Context: an optimization exercise on an open-source flow, tuned for small area, a short achievable clock period and few clock cycles. The choices shown serve that exercise and are no tape-out recipe. Where RTL was checked, it was by simulation tests only, not by an equivalence proof against the original. Power is estimated from default activity; no workload was simulated.

// rawc_seq
module rawc_seq (
    input  wire        clk,
    input  wire        rst,         
    input  wire        cmd_valid,
    output wire        cmd_ready,
    input  wire [31:0] cmd_word,
    input  wire        wr_valid,
    output wire        wr_ready,
    input  wire [7:0]  wr_byte,
    output wire        rd_valid,
    output wire [7:0]  rd_byte,
    output wire        rsp_valid,
    input  wire        rsp_ready,
    output wire [31:0] rsp_word,
    output wire        p_valid,
    input  wire        p_ready,
    output wire [3:0]  p_kind,
    output wire [5:0]  p_reg,
    output wire        p_word,
    output wire [15:0] p_wdata,
    input  wire [31:0] p_rdata
);
    localparam [3:0] K_RD    = 4'd1;    
    localparam [3:0] K_WR    = 4'd2;    
    localparam [3:0] K_ARD   = 4'd3;    
    localparam [3:0] K_ARDB  = 4'd4;    
    localparam [3:0] K_AWR   = 4'd5;    
    localparam [3:0] K_AWRB  = 4'd6;    
    localparam [3:0] K_EDIS  = 4'd7;    
    localparam [3:0] K_EEN   = 4'd8;    
    localparam [3:0] K_TMR   = 4'd9;    
    localparam [3:0] K_DLY   = 4'd10;   
    localparam [3:0] K_DIAG  = 4'd11;   
    localparam [3:0] OP_INIT     = 4'h1;
    localparam [3:0] OP_ALLOC_M  = 4'h2;
    localparam [3:0] OP_ALLOC_D  = 4'h3;
    localparam [3:0] OP_DEALL_M  = 4'h4;
    localparam [3:0] OP_DEALL_D  = 4'h5;
    localparam [3:0] OP_MOUNT_RX = 4'h6;
    localparam [3:0] OP_SEND_M   = 4'h7;
    localparam [3:0] OP_SET_IDX  = 4'h8;
    localparam [3:0] OP_GET_IDX  = 4'h9;
    localparam [3:0] OP_READ_B   = 4'hA;
    localparam [3:0] OP_WRITE_B  = 4'hB;
    localparam [3:0] OP_GET_ST   = 4'hC;
    localparam [3:0] OP_SET_ST   = 4'hD;
    localparam [3:0] OP_MOVE     = 4'hE;
  ...
Size in the first run: roughly 950 cells after synthesis, roughly 79 flip-flops, ~150 I/O pins, roughly 7600 um2 of cells after synthesis.
==> flow/config.mk <==
export PLATFORM = sky130hd
export DESIGN_NAME = rawc_seq
export DESIGN_NICKNAME = rawc_seq
export VERILOG_FILES = /design/flow/design.v
export SDC_FILE = /design/flow/constraint.sdc
export NUM_CORES = 4
export LEC_CHECK = 0
export CAP_MARGIN = 20
export CORE_MARGIN = 2
export CORE_UTILIZATION = 55
export SETUP_SLACK_MARGIN = 1.5
export SLEW_MARGIN = 20
==> flow/constraint.sdc <==
create_clock -name core_clock -period 5.0 [get_ports {clk}]
set_input_delay 1.0000 -clock core_clock [delete_from_list [all_inputs] [get_ports {clk}]]
set_output_delay 1.0000 -clock core_clock [all_outputs]
set_load 0.01 [all_outputs]
standard.sh (not shown) runs the stock make flow with config.mk's settings and CLKGATE_MAP_FILE= SYNTH_SCRIPT=/design/flow/synth_recipe.tcl, a recipe that flattens the netlist after the stock synthesis.
==> flow/flow/run.sh <==
#!/bin/bash
# Layout flow: the standard ORFS flow (standard.sh), with these changes:
#  - the port buffers inserted during placement use the smallest buffer cell;
#  - synthesis leaves adders to ABC instead of extracting half/full adder
#    cells (ADDER_MAP_FILE empty), so carry chains are mapped as logic; the
#    synthesis script and its register names are the standard ones;
#  - clock tree synthesis uses clkbuf_4/clkbuf_8 and adds no dummy loads.
set -euo pipefail
export BUFFER_PORTS_ARGS="-buffer_cell sky130_fd_sc_hd__buf_1"
export ADDER_MAP_FILE=
export CTS_ARGS="-sink_clustering_enable -repair_clock_nets -buf_list {sky130_fd_sc_hd__clkbuf_4 sky130_fd_sc_hd__clkbuf_8} -dont_use_dummy_load"
bash standard.sh > standard_flow.log 2>&1
Edit:
--- a/flow/design.v
+++ b/flow/design.v
@@ -79,15 +79,14 @@
     reg        ill;           
     reg [15:0] imm;
     reg [2:0]  w;             
     reg [5:0]  oob;
     reg [1:0]  mnt;           
     reg [3:0]  diags;
     reg        prior;         
-    reg        rz;            
     reg [31:0] t0;
     function [5:0] reg_of;
         input [2:0] ww;
         input [2:0] which;    
         begin
             case (ww)
                 3'd0:    reg_of = 6'd0  + {3'd0, which};
@@ -211,15 +210,15 @@
         endcase
     end
     assign p_wdata = use_byte ? {8'd0, t0[23:16]} :
                      use_fix  ? fix_data :
                      use_dz   ? {15'd0, (sub == 3'd2) && (op == OP_WRITE_B)} :
                      imm;
     assign rsp_valid = rq;
-    assign rsp_word  = {ill, 11'd0, diags, rz ? 16'd0 : t0[15:0]};
+    assign rsp_word  = {ill, 11'd0, diags, ill ? 16'd0 : t0[15:0]};
     wire        second  = (op == OP_INIT && w == 3'd4) || (op == OP_ALLOC_M && w == 3'd2);
     wire [15:0] rd16    = p_rdata[15:0];
     wire        rd_nz   = (rd16 != 16'd0);
     wire        rd0     = p_rdata[0];
     wire [5:0]  dlo    = {1'b0, p_rdata[4:0]} - {1'b0, t0[4:0]};
     wire        blo    = dlo[5];
     wire [26:0] th     = p_rdata[31:5];
@@ -402,46 +401,50 @@
                             OP_MOUNT_RX: if (w == 3'd0) mnt[0] <= 1'b1;
                             default: ;
                         endcase
                     end
                     S_T0:    t0 <= p_rdata;
                     S_DGI:   begin
                         diags[0] <= 1'b1;
+                        t0[15:0] <= 16'd0;
                     end
                     S_DGX:   diags[1] <= 1'b1;
                     S_DGM:   diags[2] <= 1'b1;
-                    S_DGZ:   diags[3] <= 1'b1;
+                    S_DGZ:   begin
+                        diags[3] <= 1'b1;
+                        t0[15:0] <= 16'd0;
+                    end
                     S_RDBC: begin
-                        if (op == OP_ALLOC_M || op == OP_ALLOC_D) begin
-                            t0[15:0] <= {15'd0, rd_nz};
-                            rz       <= second;
-                        end else begin
-                            t0[15:0] <= rd16;
-                        end
                         case (op)
                             OP_INIT: begin
                                 w   <= 3'd4;
                                 imm <= {1'b1, 3'd3, 12'd0};
+                                t0[15:0] <= 16'd0;
                             end
                             OP_ALLOC_M: begin
+                                t0[15:0] <= {15'd0, rd_nz && !second};
                             end
                             OP_ALLOC_D: begin
+                                t0[15:0] <= {15'd0, rd_nz};
                                 if (rd_nz) mnt[1] <= 1'b1;
                             end
-                            default: ;
+                            OP_MOUNT_RX,
+                            OP_MOVE: t0[15:0] <= rd16;
+                            default: t0[15:0] <= 16'd0;
                         endcase
                     end
                     S_FIFO: begin
-                        rz <= 1'b1;
+                        t0[15:0] <= 16'd0;
                         if (!fifo_ok) begin
                             w   <= 3'd2;
                             imm <= {1'b0, 3'd1, 12'd0};
                         end
                     end
                     S_STAT: begin
+                        if (!rd0) t0[15:0] <= 16'd0;
                     end
                     S_GIDX:  t0[15:0] <= rd16;
                     S_ARDB,
                     S_AWRB:  imm <= dec16(imm);
                     default: ;
                 endcase
             end
@@ -460,22 +463,18 @@
                     OP_MOUNT_RX: imm[15:12] <= {1'b1, 3'd0};
                     OP_SEND_M:   begin w <= 3'd3; imm[15:12] <= {1'b0, 3'd0}; end
                     OP_MOVE:     imm[15:12] <= {cmd_word[27], cmd_word[22:20]};
                     default: ;
                 endcase
                 case (c_op)
                     OP_GET_ST: t0[15:0] <= {15'd0, mnt[c_w[0]]};
+                    OP_SET_ST: t0[15:0] <= 16'd0;
                     OP_RDCSR:  t0[15:0] <= cmd_word[0] ? {14'd0, mnt} : {10'd0, oob};
                     default:   t0[15:0] <= cmd_word[15:0];
                 endcase
-                case (c_op)
-                    OP_INIT, OP_DEALL_M, OP_DEALL_D, OP_SEND_M,
-                    OP_SET_IDX, OP_SET_ST: rz <= 1'b1;
-                    default:               rz <= !c_ok;
-                endcase
                 if (c_op == OP_SET_ST && !cmd_word[27] && cmd_word[26:25] == 2'd0 &&
                     cmd_word[23:1] == 23'd0)
                     mnt[c_w[0]] <= cmd_word[0];
             end
         end
     end
 endmodule
- The new run completed without violations
- hold slack degrades by 0.018 ns
- utilization drops by 0.87 points
- combinational power grows by well over a third
- power went up by about a fifth
- clock power decreases slightly
- count of clock-buffer cells in the layout does not change
- register-to-register slack improves by 0.05 ns
No run of this note included a check of the RTL's function; only the layout flow was run.

---

rawc_seq, a different RTL version from the one above (not shown whole).
Size: ~950 cells after synthesis, about 83 flip-flops, about 150 I/O pins, roughly 7500 um2 of cells after synthesis.
clock: 5.0 ns
lec_check: 0
cap_margin: 10
core_margin: 2
core_utilization: 55
setup_slack_margin: 1.6
slew_margin: 10
Scripts as last shown in full above: flow/flow/run.sh
The starting point completed without violations.
Testbench counts at the start, summed over its fixed seeds: cycles 146,720.
Edit:
--- a/flow/design.v
+++ b/flow/design.v
@@ -296,21 +296,21 @@
             S_AWRB:  begin nA = zlen || last_b && st == S_AWRB ? S_RSP : S_AWRB; nB = nA; end
             default: ;
         endcase
     end
     wire d = (dsel_hit && hit) || (dsel_tmo && tmo) || (dsel_nz && rd_nz) ||
              (dsel_go && go_mv) || (dsel_rd0 && rd0);
     wire rqA = (nA == S_RSP);
     wire rqB = (nB == S_RSP);
     wire pvA = !rqA && !(nA == S_AWRB && !wr_valid);
     wire pvB = !rqB && !(nB == S_AWRB && !wr_valid);
-    wire want_b = (st == S_AWR && !zlen) || (st == S_AWRB && !last_b);
+    wire want_b = (st == S_AWR) || (st == S_AWRB);
     assign wr_ready = (hs && want_b) || (st == S_AWRB && !pv);
     wire take_b = wr_ready && wr_valid;
     assign cmd_ready = (kind == 4'd0);
     wire acc = cmd_valid && cmd_ready;
     wire [3:0] c_op = cmd_word[31:28];
     wire [2:0] c_w  = cmd_word[26:24];
     wire       c_ok = legal(cmd_word);
     reg [5:0] oob_set, oob_clr;
     always @(*) begin
         oob_set = 6'd0;
Synthesized cell count grows by 3.2%.
Total power grows by 3.6%.
Final area grows by 2.4%.
Area after synthesis grows by 1.4%.
First-iteration DRC count shrinks by 36%.
No functional check of the RTL was part of the second run of this note.

---

juniper:
rawc_seq, a different RTL version from the one above (not shown whole).
Size in the first run: ~1000 cells after synthesis, ~150 I/O pins, ~0.0078 sq mm of cells after synthesis.
clock: 5.0 ns
lec_check: 0
cap_margin: 20
core_margin: 2
core_utilization: 55
cts_buf_list: sky130_fd_sc_hd__clkbuf_4 sky130_fd_sc_hd__clkbuf_8
setup_slack_margin: 1.5
slew_margin: 20
==> flow/flow/run.sh <==
#!/bin/bash
# Layout flow: the standard ORFS flow (standard.sh), with two changes:
#  - the port buffers inserted during placement use the smallest buffer cell;
#  - synthesis leaves adders to ABC instead of extracting half/full adder
#    cells (ADDER_MAP_FILE empty), so carry chains are mapped as logic.
# The synthesis script and its register names are the standard ones.
set -euo pipefail
export BUFFER_PORTS_ARGS="-buffer_cell sky130_fd_sc_hd__buf_1"
export ADDER_MAP_FILE=
bash standard.sh > standard_flow.log 2>&1
What willow does differently from juniper at the input level:
--- a/flow/design.v
+++ b/flow/design.v
@@ -306,18 +306,45 @@
     wire pvB = !rqB && !(nB == S_AWRB && !wr_valid);
     wire want_b = (st == S_AWR && !zlen) || (st == S_AWRB && !last_b);
     assign wr_ready = (hs && want_b) || (st == S_AWRB && !pv);
     wire take_b = wr_ready && wr_valid;
     assign cmd_ready = (kind == 4'd0);
     wire acc = cmd_valid && cmd_ready;
     wire [3:0] c_op = cmd_word[31:28];
     wire [2:0] c_w  = cmd_word[26:24];
     wire       c_ok = legal(cmd_word);
+    reg [5:0] oob_set, oob_clr;
+    always @(*) begin
+        oob_set = 6'd0;
+        oob_clr = 6'd0;
+        if (hs) begin
+            case (st)
+                S_DGI:  oob_set[w] = 1'b1;
+                S_STAT: oob_clr[w] = !rd0;
+                S_RDBC: begin
+                    oob_clr[3] = (op == OP_ALLOC_M) && rd_nz && !second;
+                    oob_clr[1] = (op == OP_ALLOC_D) && rd_nz;
+                end
+                default: ;
+            endcase
+        end
+    end
+    genvar gi;
+    generate
+        for (gi = 0; gi < 6; gi = gi + 1) begin : g_oob
+            always @(posedge clk) begin
+                if (rst)
+                    oob[gi] <= 1'b0;
+                else if (oob_set[gi] || oob_clr[gi])
+                    oob[gi] <= oob_set[gi];
+            end
+        end
+    endgenerate
     reg [6:0] st_acc;
     reg       pv_acc;
     always @(*) begin
         pv_acc = 1'b1;
         st_acc = S_RSP;
         case (c_op)
             OP_INIT, OP_DEALL_M, OP_DEALL_D, OP_MOUNT_RX,
             OP_SEND_M, OP_MOVE:       st_acc = S_EDIS;
             OP_ALLOC_M, OP_ALLOC_D:   st_acc = S_FIFO;
@@ -360,28 +387,26 @@
             rq <= d ? rqA : rqB;
         end else begin
             st <= st_o;
             pv <= pv_o;
             rq <= rq_o;
         end
     end
     always @(posedge clk) begin
         if (rst) begin
-            oob <= 6'd0;
             mnt <= 2'd0;
         end else begin
             if (take_b) t0[23:16] <= wr_byte;
             if (hs) begin
                 case (st)
                     S_EDIS:  prior <= rd0;
                     S_T0:    t0 <= p_rdata;
                     S_DGI:   begin
-                        oob[w]   <= 1'b1;
                         diags[0] <= 1'b1;
                     end
                     S_DGX:   diags[1] <= 1'b1;
                     S_DGM:   diags[2] <= 1'b1;
                     S_DGZ:   diags[3] <= 1'b1;
                     S_RDBC: begin
                         if (op == OP_ALLOC_M || op == OP_ALLOC_D) begin
                             t0[15:0] <= {15'd0, rd_nz};
                             rz       <= second;
@@ -389,39 +414,34 @@
                             t0[15:0] <= rd16;
                         end
                         case (op)
                             OP_INIT: begin
                                 second <= 1'b1;
                                 w      <= 3'd4;
                                 md     <= 1'b1;
                             end
                             OP_ALLOC_M: begin
-                                if (rd_nz && !second) oob[3] <= 1'b0;
                             end
                             OP_ALLOC_D: begin
-                                if (rd_nz) begin
-                                    oob[1] <= 1'b0;
-                                    mnt[1] <= 1'b1;
-                                end
+                                if (rd_nz) mnt[1] <= 1'b1;
                             end
                             default: ;
                         endcase
                     end
                     S_FIFO: begin
                         rz <= 1'b1;
                         if (!fifo_ok) begin
                             second <= 1'b1;
                             w      <= 3'd2;
                             md     <= 1'b0;
                         end
                     end
                     S_STAT: begin
-                        if (!rd0) oob[w] <= 1'b0;
                     end
                     S_GIDX:  t0[15:0] <= rd16;
                     S_ARDB,
                     S_AWRB:  imm <= dec16(imm);
                     default: ;
                 endcase
             end
             if (acc) begin
                 op     <= c_op;
Results
Taking juniper as the reference point, the relative area change from synthesis to final layout of willow rises by 2.2 points. Reported for willow and juniper, cell count of the worst hold path turned out identical to the last digit. Going from juniper to willow, count of cell types in the netlist grew by a few percent. willow vs juniper: first-iteration DRC count down. When the final numbers for willow and juniper were put side by side, the clock share of power turned out to be smaller in willow. ~same count of placed standard cells in the final layout, fillers left out in willow and juniper.
Function was not checked in any run of this note: the RTL went through the layout flow alone.

---

RTL: one of the versions met above, not the one the previous note started from.
Size in the first run: about 950 cells after synthesis, roughly 79 flip-flops, ~150 I/O pins, ~7600 µm² of cells after synthesis.
Settings: LEC_CHECK=0, CAP_MARGIN=20, CORE_MARGIN=2, CORE_UTILIZATION=55, CTS_BUF_LIST=sky130_fd_sc_hd__clkbuf_4 sky130_fd_sc_hd__clkbuf_8, SETUP_SLACK_MARGIN=1.5, SLEW_MARGIN=20; clock period 5.0 ns.
Scripts as last shown in full above: flow/flow/run.sh
Change:
--- a/flow/design.v
+++ b/flow/design.v
@@ -390,23 +390,15 @@
     always @(posedge clk) begin
         if (rst) begin
             mnt <= 2'd0;
         end else begin
             if (take_b) t0[23:16] <= wr_byte;
             if (hs) begin
                 case (st)
-                    S_EDIS: begin
-                        prior <= rd0;
-                        case (op)
-                            OP_INIT:     mnt <= 2'b00;
-                            OP_DEALL_D:  mnt[0] <= 1'b0;
-                            OP_MOUNT_RX: if (w == 3'd0) mnt[0] <= 1'b1;
-                            default: ;
-                        endcase
-                    end
+                    S_EDIS:  prior <= rd0;
                     S_T0:    t0 <= p_rdata;
                     S_DGI:   begin
                         diags[0] <= 1'b1;
                     end
                     S_DGX:   diags[1] <= 1'b1;
                     S_DGM:   diags[2] <= 1'b1;
                     S_DGZ:   diags[3] <= 1'b1;
@@ -468,14 +460,20 @@
                     default:   t0[15:0] <= cmd_word[15:0];
                 endcase
                 case (c_op)
                     OP_INIT, OP_DEALL_M, OP_DEALL_D, OP_SEND_M,
                     OP_SET_IDX, OP_SET_ST: rz <= 1'b1;
                     default:               rz <= !c_ok;
                 endcase
-                if (c_op == OP_SET_ST && !cmd_word[27] && cmd_word[26:25] == 2'd0 &&
-                    cmd_word[23:1] == 23'd0)
-                    mnt[c_w[0]] <= cmd_word[0];
+                if (c_ok) begin
+                    case (c_op)
+                        OP_INIT:     mnt <= 2'b00;
+                        OP_DEALL_D:  mnt[0] <= 1'b0;
+                        OP_MOUNT_RX: if (c_w == 3'd0) mnt[0] <= 1'b1;
+                        OP_SET_ST:   mnt[c_w[0]] <= cmd_word[0];
+                        default: ;
+                    endcase
+                end
             end
         end
     end
 endmodule
Hold slack is worse by 0.016 ns. Worst setup slack is better by 0.014 ns. Total power climbs by about 65%. Sequential power climbs by about 28%. Synthesized area climbs by 1.6%. Utilization drops by 2.4 points. Non-clock buffer count drops by 9. Sequential share of layout area climbs by 0.13 points. Global-route usage climbs by 0.31 points. Die area climbs by 1.6%.
Function was not checked in any run of this note: the RTL went through the layout flow alone.

afterwards: timing with drivers on the ports:
Ports are ideal in the flow. The routed layouts listed here were re-timed in OpenROAD.
Step 1 (the two cells are an assumption about what drives the block):
set clk [get_ports {clk}]
set_driving_cell -lib_cell sky130_fd_sc_hd__clkbuf_16 $clk
set_driving_cell -lib_cell sky130_fd_sc_hd__buf_2 [delete_from_list [all_inputs] $clk]
Step 2 also shifts input and output timing later by t, the mid clock arrival at the registers, as if the neighbouring blocks saw the same clock.
Three values: ideal, step 1, step 2; two values: the first two.
run | t (ns) | setup slack, ns | worst setup path at the end | worst register clock-pin slew, ns | worst slew at a driven data input, ns
the first run of note 1 | 0.406 | 1.488 / 1.474 / 1.068 | input to register | 0.09 / 0.09 | 0.07
the second run of note 1 | 0.417 | 1.570 / 1.531 / 1.165 | input to register | 0.09 / 0.09 | 0.04
the first run of note 2 | 0.408 | 1.693 / 1.653 / 1.317 | input to register | 0.10 / 0.10 | 0.04
the second run of note 2 | 0.416 | 1.620 / 1.620 / 1.288 | input to register | 0.11 / 0.11 | 0.04
juniper | 0.413 | 1.556 / 1.515 / 1.303 | input to register | 0.10 / 0.10 | 0.04
willow | 0.414 | 1.556 / 1.519 / 1.282 | input to register | 0.10 / 0.10 | 0.04
the first run of note 4 | 0.412 | 1.498 / 1.499 / 1.087 | input to register | 0.10 / 0.10 | 0.04
the second run of note 4 | 0.414 | 1.512 / 1.472 / 1.333 | input to register | 0.09 / 0.09 | 0.05
After both steps every run listed still meets setup and hold. For the first run of note 1, which loses most, drivers alone change the setup slack by -0.014 ns; drivers and shift together by -0.420 ns.
